Background: an optimization exercise with open tools, aiming at small area, a short achievable clock period and few clock cycles. Do not read the settings as production practice. Only simulation tests tie the RTL to the original design; equivalence was not proved. No activity file was given, so power comes from the tool's default toggle rates.

== run A ==
// rq_core
module rq_core (
    input  wire        clk,
    input  wire        rst,         
    input  wire        cmd_valid,
    output wire        cmd_ready,
    input  wire [31:0] cmd_data,
    output reg         out_valid,
    output reg  [15:0] out_data
);
export LEC_CHECK = 0
export CAP_MARGIN = 20
export CORE_MARGIN = 2
export CORE_UTILIZATION = 40
export SLEW_MARGIN = 20
create_clock -name core_clock -period 12.0 [get_ports {clk}]
standard.sh (not shown) runs the stock make flow with config.mk's settings and CLKGATE_MAP_FILE= SYNTH_SCRIPT=/design/flow/synth_recipe.tcl, a recipe that flattens the netlist after the stock synthesis.
==> flow/flow/run.sh <==
#!/bin/bash
# Standard layout, with timing repair aimed below the clock period:
# repair_timing works to a setup slack of SETUP_SLACK_MARGIN ns.
set -euo pipefail
export SETUP_SLACK_MARGIN=8
bash standard.sh > standard_flow.log 2>&1
Testbench counts of run A, summed over its fixed seeds: cycles 77,367.
Modified inputs, run B compared to run A
- changing CORE_UTILIZATION from 40 to 60
- setting CTS_BUF_LIST to sky130_fd_sc_hd__clkbuf_4 sky130_fd_sc_hd__clkbuf_8 for the first time
-- flow/flow/run.sh --
<<< run A, line 5
export SETUP_SLACK_MARGIN=8
>>> run B, line 5
export SETUP_SLACK_MARGIN=7.7
Notes after the runs:
From run A to run B the numbers moved as follows: final area down about 6%, number of antenna violations at the first check in global routing up 1, met2 demand-to-capacity share in global routing now larger.
Input changes introduced in run C (baseline for comparison: run B):
- CORE_UTILIZATION now 50, was 60
-- flow/flow/run.sh --
<<< run B, line 5
export SETUP_SLACK_MARGIN=7.7
>>> run C, line 5
export SETUP_SLACK_MARGIN=8.6
Notes after the runs:
- Higher core utilization among run B and run C: run C
- | clock-cell share of area | higher: run B |
- Share of total power consumed by net switching essentially unchanged between run B and run C.
- Of run B and run C, the run reporting the lower height of the chip was run B.
- [compare] base=run B new=run C: layout overhead on the synthesized area now larger; cell area went up about 22%; total global-route track usage higher; largest stage delay on the critical path shows a reduction of 30 ps; number of enable-type register cells in the synthesized netlist shows no meaningful change.
- Compared with run B, run C shows a lower sequential share of power.
- Run C -> run B: fraction of the mapped netlist area in compound gates delta 0, exact match

========
== v6 ==
The RTL this note starts from:
==> flow/design.v <==
module rq_qnt_pre (
    input  wire [31:0] w,
    output wire [24:0] k         
);
    wire        s = w[31];
    wire [7:0]  e = w[30:23];
    wire [22:0] f = w[22:0];
    wire brw   = {f[6:0], 1'b0} < {f[21:15], f[14:0] != 15'd0};
    wire exact = (e == 8'd127 && f[21:0] == 22'd0) || (e == 8'd126 && f == 23'd0);
    wire nan   = (e == 8'd255) && (f != 23'd0);
    wire big   = e[7];                       
    wire tiny  = ~e[7] & ~(e[6:4] == 3'b111) & ~(e[6:0] == 7'h6f);   
    wire [1:0]  cls = (nan | tiny) ? 2'b01 : big ? 2'b10 : 2'b00;
    wire        xb  = brw | (s & exact);
    wire [16:0] y0  = {1'b1, f[22:7]} - {15'd1, f[22]};
    wire [16:0] y1  = {1'b1, f[22:7]} - {14'd0, f[22], ~f[22], ~f[22]};
    wire [16:0] y   = xb ? y1 : y0;
    wire [4:0]  a   = {~e[4], ~e[3:0]};      
    assign k = {s, cls, a, y};
endmodule
module rq_qnt (
    input  wire [24:0] k,
    output wire [15:0] q
);
    wire        s     = k[24];
    wire [1:0]  cls   = k[23:22];
    wire [4:0]  a     = k[21:17];
    wire [16:0] y     = k[16:0];
    wire [17:0] xs  = {s, y ^ {17{s}}};
    wire [17:0] t   = $signed(xs) >>> a;
    wire [17:0] u   = t + 18'd1;
    wire        ovf = u[17] ^ u[16];
    assign q = cls[0]         ? 16'h0000 :
               (cls[1] | ovf) ? {s, {15{~s}}} : u[16:1];
endmodule
module rq_core (
    input  wire        clk,
    input  wire        rst,         
    input  wire        cmd_valid,
    output wire        cmd_ready,
    input  wire [31:0] cmd_data,
    output reg         out_valid,
    output reg  [15:0] out_data
);
    localparam [1:0] ST_UNCONF = 2'd0, ST_READY = 2'd1, ST_ERROR = 2'd2;
    localparam [2:0] C_CFG_TARGET = 3'd1, C_CFG_RATES = 3'd2,
                     C_PROTOCOL   = 3'd3, C_ILLEGAL   = 3'd4;
    localparam integer P_HDR   = 0,    
                       P_CFG   = 1,    
                       P_PRATE = 2,    
                       P_DIV   = 3,    
                       P_CHK   = 4,    
                       P_EMIT0 = 5,    
                       P_EMIT1 = 6,    
                       P_SAMP  = 7,    
                       P_DROP  = 8;    
    reg [1:0]  state;
    reg [2:0]  cause;
    reg [30:0] trate;         
    reg [8:0]  ph;            
    reg        rdy;           
    reg        is_err;        
    reg        pflag;         
    reg        first;         
    reg [32:0] rreg;          
    reg [23:0] remain;        
    reg [23:0] qr;            
    reg        qz;            
    reg [4:0]  cnt;           
    reg        cz;            
    reg [32:0] acc;           
    reg        s1v, s2v;
    reg [31:0] s1;
    reg [24:0] s2;
    assign cmd_ready = rdy;
    wire       hs   = cmd_valid & rdy;
    wire [7:0] op   = cmd_data[31:24];
    wire [23:0] len = cmd_data[23:0];
    wire [24:0] kq;
    wire [15:0] q;
    rq_qnt_pre u_pre (.w(s1), .k(kq));
    rq_qnt     u_qnt (.k(s2), .q(q));
    wire        samp  = ph[P_SAMP] | ph[P_EMIT1];
    wire        bit_n = qr[23];
    wire        cina  = ~first;
    wire [33:0] sa2   = {acc, 1'b1} + {~rreg, cina};
    wire [32:0] sum_a = sa2[33:1];
    wire        a_neg = sum_a[32];
    wire        x_zero = ph[P_PRATE] | ph[P_CHK] | first;
    wire        x_dbl  = ph[P_DIV] & ~first;
    wire [32:0] x_b    = x_zero ? 33'd0 : x_dbl ? {acc[31:0], 1'b0} : acc;
    wire        z_sub  = ph[P_EMIT0] | samp;
    wire        z_t    = ph[P_PRATE] | ph[P_CHK] | (ph[P_DIV] & bit_n & ~cz);
    wire [32:0] z_b    = z_sub ? ~{1'b0, trate, 1'b0} : z_t ? {2'b0, trate} : 33'd0;
    wire [33:0] sb2    = {x_b, 1'b1} + {z_b, z_sub};
    wire [32:0] sum_b  = sb2[33:1];
    wire        pick = acc[32] & ~qz;
    wire        rbad = rreg[31] | ~a_neg;    
    wire        ge   = ~a_neg;               
    wire        h_stop  = (cmd_data == 32'h0300_0000);
    wire        h_cfg   = (cmd_data == 32'h0100_0000);
    wire        h_proc  = (op == 8'h02);
    wire        len_small = (len[23:9] == 15'd0);
    wire        hdr_ill = ~h_stop & ~h_cfg & ~h_proc & (state != ST_ERROR);
    wire        t_bad   = cmd_data[31] | (cmd_data == 32'd0);
    wire        samp_hs = samp & hs;
    wire        e0_go   = ph[P_EMIT0] & ~s1v & ~s2v;    
    wire        acc_a   = (ph[P_DIV] & ~first & ge) | (samp_hs & pick);
    wire        acc_en  = acc_a | ph[P_PRATE] | ph[P_DIV] | ph[P_CHK] | e0_go | samp_hs;
    wire        qr_ld     = ph[P_HDR];
    wire        qr_inc_en = (ph[P_DIV] & ~first & ge) | (ph[P_CHK] & ge);
    wire        qr_shl    = ph[P_DIV] & (first | ~ge) & ~cz;
    wire        qr_dec_en = samp_hs & pick;
    wire [23:0] qr_inc = qr + 24'd1;
    wire [23:0] qr_dec = qr - 24'd1;
    wire        qr_one = (qr == 24'd1);
    wire [23:0] rm_dec = remain - 24'd1;
    wire        rm_one = (remain == 24'd1);
    wire        rm_z   = (remain == 24'd0);
    reg [8:0]  nph;
    always @* begin
        nph = ph;
        if (hs & (ph[P_SAMP] | ph[P_DROP] | ph[P_EMIT1]) & rm_one) begin
            nph = 9'd0; nph[P_HDR] = 1'b1;
        end else if (ph[P_EMIT1]) begin
            nph = 9'd0;
            if (rm_z | (is_err & ~pflag)) nph[P_HDR]  = 1'b1;
            else if (is_err)              nph[P_DROP] = 1'b1;
            else                          nph[P_SAMP] = 1'b1;
        end else if (ph[P_HDR] & hs) begin
            nph = 9'd0;
            if (h_cfg)        nph[P_CFG]   = 1'b1;
            else if (h_proc)  nph[P_PRATE] = 1'b1;
            else if (hdr_ill) nph[P_EMIT0] = 1'b1;
            else              nph[P_HDR]   = 1'b1;
        end else if (ph[P_CFG] & hs) begin
            nph = 9'd0;
            if (state == ST_ERROR)                   nph[P_HDR]   = 1'b1;
            else if (state == ST_READY || t_bad)     nph[P_EMIT0] = 1'b1;
            else                                     nph[P_HDR]   = 1'b1;
        end else if (ph[P_PRATE] & hs) begin
            nph = 9'd0;
            if (state == ST_ERROR)       nph[rm_z ? P_HDR : P_DROP] = 1'b1;
            else if (state == ST_UNCONF) nph[P_EMIT0] = 1'b1;
            else                         nph[P_DIV]   = 1'b1;
        end else if (ph[P_DIV]) begin
            if (first ? rbad : (!ge && cz)) begin
                nph = 9'd0;
                nph[first ? P_EMIT0 : P_CHK] = 1'b1;
            end
        end else if (ph[P_CHK]) begin
            nph = 9'd0; nph[P_EMIT0] = 1'b1;
        end else if (e0_go) begin
            nph = 9'd0; nph[P_EMIT1] = 1'b1;
        end
    end
    always @(posedge clk) begin
        s1 <= cmd_data;
        s2 <= kq;
        out_data <= e0_go       ? (is_err ? 16'he000 : {8'h10, qr[23:16]}) :
                    ph[P_EMIT1] ? (is_err ? {13'd0, cause} : qr[15:0]) : q;
        if (ph[P_CFG]) trate <= cmd_data[30:0];
        if (ph[P_HDR]) remain <= len;
        else if ((samp | ph[P_DROP]) & hs) remain <= rm_dec;
        if (acc_en) acc <= acc_a ? sum_a : sum_b;
        if (qr_ld | qr_inc_en | qr_shl | qr_dec_en)
            qr <= qr_ld ? (len_small ? {len[8:0], 15'd0} : len) :
                  qr_inc_en ? qr_inc : qr_shl ? {qr[22:0], 1'b0} : qr_dec;
        if (qr_ld) begin
            cnt <= len_small ? 5'd9 : 5'd24;
            cz  <= 1'b0;
        end else if (qr_shl) begin
            cnt <= cnt - 5'd1;
            cz  <= (cnt == 5'd1);
        end
        if (ph[P_PRATE]) rreg <= {cmd_data[31], cmd_data};
        else if (e0_go)  rreg <= {sum_a[31:0], 1'b0};        
        if (e0_go) qz <= (qr == 24'd0);
        else if (qr_dec_en) qz <= qr_one;
        if (ph[P_HDR]) pflag <= 1'b0;
        else if (ph[P_PRATE]) pflag <= 1'b1;
        if (rst) begin
            state     <= ST_UNCONF;
            cause     <= 3'd0;
            ph        <= 9'd1;
            rdy       <= 1'b1;
            out_valid <= 1'b0;
            s1v       <= 1'b0;
            s2v       <= 1'b0;
            first     <= 1'b0;
        end else begin
            ph        <= nph;
            rdy       <= nph[P_HDR] | nph[P_CFG] | nph[P_PRATE] | nph[P_SAMP] | nph[P_DROP] |
                         (nph[P_EMIT1] & ~is_err & ~rm_z);
            s1v       <= samp_hs & pick;
            s2v       <= s1v;
            out_valid <= s2v | e0_go | ph[P_EMIT1];
            if (ph[P_PRATE] & hs) first <= (state == ST_READY);
            else if (ph[P_DIV]) first <= 1'b0;
            if (ph[P_HDR] & hs) begin
                if (h_stop) begin
                    state <= ST_UNCONF;
                    cause <= 3'd0;
                end else if (hdr_ill) begin
                    state  <= ST_ERROR;
                    cause  <= C_ILLEGAL;
                    is_err <= 1'b1;
                end
            end
            if (ph[P_CFG] & hs & (state != ST_ERROR)) begin
                if (state == ST_READY) begin
                    state  <= ST_ERROR;
                    cause  <= C_PROTOCOL;
                    is_err <= 1'b1;
                end else if (t_bad) begin
                    state  <= ST_ERROR;
                    cause  <= C_CFG_TARGET;
                    is_err <= 1'b1;
                end else begin
                    state <= ST_READY;
                end
            end
            if (ph[P_PRATE] & hs) begin
                if (state == ST_UNCONF) begin
                    state  <= ST_ERROR;
                    cause  <= C_PROTOCOL;
                    is_err <= 1'b1;
                end else if (state == ST_READY) begin
                    is_err <= 1'b0;
                end
            end
            if (ph[P_DIV] & first & rbad) begin
                state  <= ST_ERROR;
                cause  <= C_CFG_RATES;
                is_err <= 1'b1;
            end
        end
    end
endmodule
export LEC_CHECK = 0
export ABC_AREA = 1
export CAP_MARGIN = 20
export CORE_MARGIN = 2
export CORE_UTILIZATION = 50
export CTS_BUF_LIST = sky130_fd_sc_hd__clkbuf_4 sky130_fd_sc_hd__clkbuf_8
export SLEW_MARGIN = 20
export TNS_END_PERCENT = 1
create_clock -name core_clock -period 12.0 [get_ports {clk}]
==> flow/flow/run.sh <==
#!/bin/bash
# Standard layout, with timing repair aimed below the clock period
# (setup slack target SETUP_SLACK_MARGIN ns) and the port buffers made
# with buf_4 cells.
set -euo pipefail
export SETUP_SLACK_MARGIN=8.3
export BUFFER_PORTS_ARGS="-buffer_cell sky130_fd_sc_hd__buf_4"
bash standard.sh > standard_flow.log 2>&1
Testbench counts of v6, summed over its fixed seeds: cycles 77,367.
diff inputs: v6 => v7
Settings: TNS_END_PERCENT now 5, was 1.
==> flow/flow/run.sh <==
#!/bin/bash
# Standard layout, with timing repair aimed below the clock period:
# repair_timing works to a setup slack of SETUP_SLACK_MARGIN ns.
set -euo pipefail
export SETUP_SLACK_MARGIN=8
bash standard.sh > standard_flow.log 2>&1
Findings:
v7 ends up with a least setup slack across all paths after layout that is 300 ps lower than in v6.
From v6 to v7 the numbers moved as follows: fraction of power consumed by combinational cells has remained practically unchanged, fraction of area in registers has remained practically unchanged, utilization has decreased, number of global-route vias before repair has increased.
Compared with v6, wire length in v7 increased slightly.
Diff v6 -> v7: total power decreased by 1.3% relative to the old numbers; total net switching power closely matched the old numbers; clock buffer count increased by about 22% relative to the old numbers; critical path's largest stage delay increased by 400 ps relative to the old numbers; portion of the layout cell area used by clock cells closely matched the old numbers.

========
== job 101 ==
// rq_core: RTL as listed in full above, without the edits since
export LEC_CHECK = 0
export ABC_AREA = 1
export CAP_MARGIN = 20
export CORE_MARGIN = 2
export CORE_UTILIZATION = 50
export CTS_BUF_LIST = sky130_fd_sc_hd__clkbuf_4 sky130_fd_sc_hd__clkbuf_8
export SLEW_MARGIN = 20
create_clock -name core_clock -period 12.0 [get_ports {clk}]
==> flow/flow/run.sh <==
#!/bin/bash
# Standard layout, with timing repair aimed below the clock period:
# repair_timing works to a setup slack of SETUP_SLACK_MARGIN ns.
set -euo pipefail
export SETUP_SLACK_MARGIN=8
bash standard.sh > standard_flow.log 2>&1
Testbench counts of job 101, summed over its fixed seeds: cycles 77,367.
For job 102, these inputs were changed with respect to job 101:
- clearing ABC_AREA, which used to be 1
[summary]
Result for job 101 and job 102: all clean
In the reports for job 101 and job 102, the smaller slack of the critical path belongs to job 102.
Comparing maximum frequency for job 101 and job 102, the smaller number came from job 102.
Count of plain and timing-repair buffers in the layout (job 102 vs. job 101) increases by more than half
From job 101 to job 102 the numbers moved as follows: number of cells on the critical path now sits higher, synthesized area now sits at about the same level, final hold slack now sits higher.
Job 101 vs job 102, capture point of the worst path: cmd_ready vs rdy
The inputs of job 103 differ from those of job 102 as listed below.
- setting TNS_END_PERCENT to 5 for the first time
- setting ABC_AREA to 1 for the first time
diff --git a/flow/flow/run.sh b/flow/flow/run.sh
--- a/flow/flow/run.sh
+++ b/flow/flow/run.sh
@@ -4,3 +4,3 @@
 set -euo pipefail
-export SETUP_SLACK_MARGIN=8
+export SETUP_SLACK_MARGIN=9
 bash standard.sh > standard_flow.log 2>&1
Job 103 ended up with more standard cells than job 102.
Job 103 has more setup slack than job 102.
Largest net degree at the start of global routing (job 102 / job 103): 1.3
[inputs] job 104 vs job 103
- CORE_UTILIZATION now 60, was 50
==> flow/flow/run.sh <==
#!/bin/bash
# Standard layout, with timing repair aimed below the clock period
# (setup slack target SETUP_SLACK_MARGIN ns) and the port buffers made
# with buf_4 cells.
set -euo pipefail
export SETUP_SLACK_MARGIN=8.3
export BUFFER_PORTS_ARGS="-buffer_cell sky130_fd_sc_hd__buf_4"
bash standard.sh > standard_flow.log 2>&1
## What came out
Job 104 completed end to end with timing, DRC and antenna clean.
Summary of job 104 over job 103: total power after layout dropped about 9%; area enclosed by the die boundary dropped 16%; utilization after layout climbed 5.8 points.
Job 104 gives more register fraction of the total cell area than job 103 did.
The y dimension of the die reported for job 104 is smaller than that of job 103 by about 9%.
Diff job 103 -> job 104: combinational power dropped 12%, ratio of final minimum period to clock period went up, share of power burned in combinational logic lost 2.2 points, fraction of area in clock buffers and inverters barely changed.
Relative to job 104, the following input files were edited for job 105:
- swapping 60 for 70 in CORE_UTILIZATION
==> comparison <==
In job 105, the routed wire length came out 4.5% above the value in job 104. s2[12] as the capturing element of the worst setup path was reported by job 105, and ph[5] by job 104. The post-route clock period utilization reported for job 105 is greater than that of job 104 by 0.99 points. [compare] base=job 104 new=job 105: total die area now sits lower, total power now sits higher, sequential share of layout area now sits at about the same level. On vias after detailed routing, job 104 beats job 105. From job 104 to job 105 the numbers moved as follows: worst setup slack -0.12 ns, clock period minus final worst setup slack increased by 0.12 ns relative to the old numbers, largest stage delay on the critical path grew by 0.18 ns, final estimated routing congestion in global placement increased by about 2.7% relative to the old numbers.

## separate check: timing with driven ports
No port has a modelled driver above. Below, the same layouts with a new extraction and two added sets of constraints.
Step 1 (the two cells are an assumption about what drives the block):
set clk [get_ports {clk}]
set_driving_cell -lib_cell sky130_fd_sc_hd__clkbuf_16 $clk
set_driving_cell -lib_cell sky130_fd_sc_hd__buf_2 [delete_from_list [all_inputs] $clk]
Step 2 adds t to the input delays and takes it off the output delays; t is the mean of the earliest and latest rising clock arrival at the registers after step 1. Input paths then give back, and output paths get back, about the clock's delay inside the block.
Three values: ideal, step 1, step 2; two values: the first two.
| run | t, ns | setup slack, ns | worst setup path at the end | latest minus earliest clock arrival (ns) | worst slew at a driven data input, ns |
|---|---|---|---|---|---|
| run A | 0.639 | 7.958 / 7.968 / 7.329 | input to register | 0.015 / 0.015 | 0.06 |
| run B | 0.629 | 7.741 / 7.769 / 7.140 | input to register | 0.042 / 0.043 | 0.04 |
| run C | 0.665 | 7.863 / 7.872 / 7.207 | input to register | 0.052 / 0.052 | 0.05 |
| v6 | 0.643 | 8.283 / 8.249 / 7.659 | input to register | 0.039 / 0.039 | 0.05 |
| v7 | 0.669 | 7.980 / 7.930 / 7.375 | input to register | 0.053 / 0.053 | 0.05 |
| job 101 | 0.666 | 8.067 / 8.018 / 7.442 | input to register | 0.047 / 0.047 | 0.05 |
| job 102 | 0.674 | 7.968 / 7.961 / 7.330 | input to register | 0.044 / 0.045 | 0.08 |
| job 103 | 0.672 | 8.313 / 8.348 / 7.675 | input to register | 0.050 / 0.051 | 0.06 |
| job 104 | 0.601 | 8.268 / 8.289 / 7.688 | input to register | 0.059 / 0.059 | 0.06 |
| job 105 | 0.597 | 8.149 / 8.149 / 7.614 | input to register | 0.031 / 0.031 | 0.06 |
After both steps every run listed still meets setup and hold. For run C, which loses most, drivers alone change the setup slack by +0.009 ns; drivers and shift together by -0.656 ns.
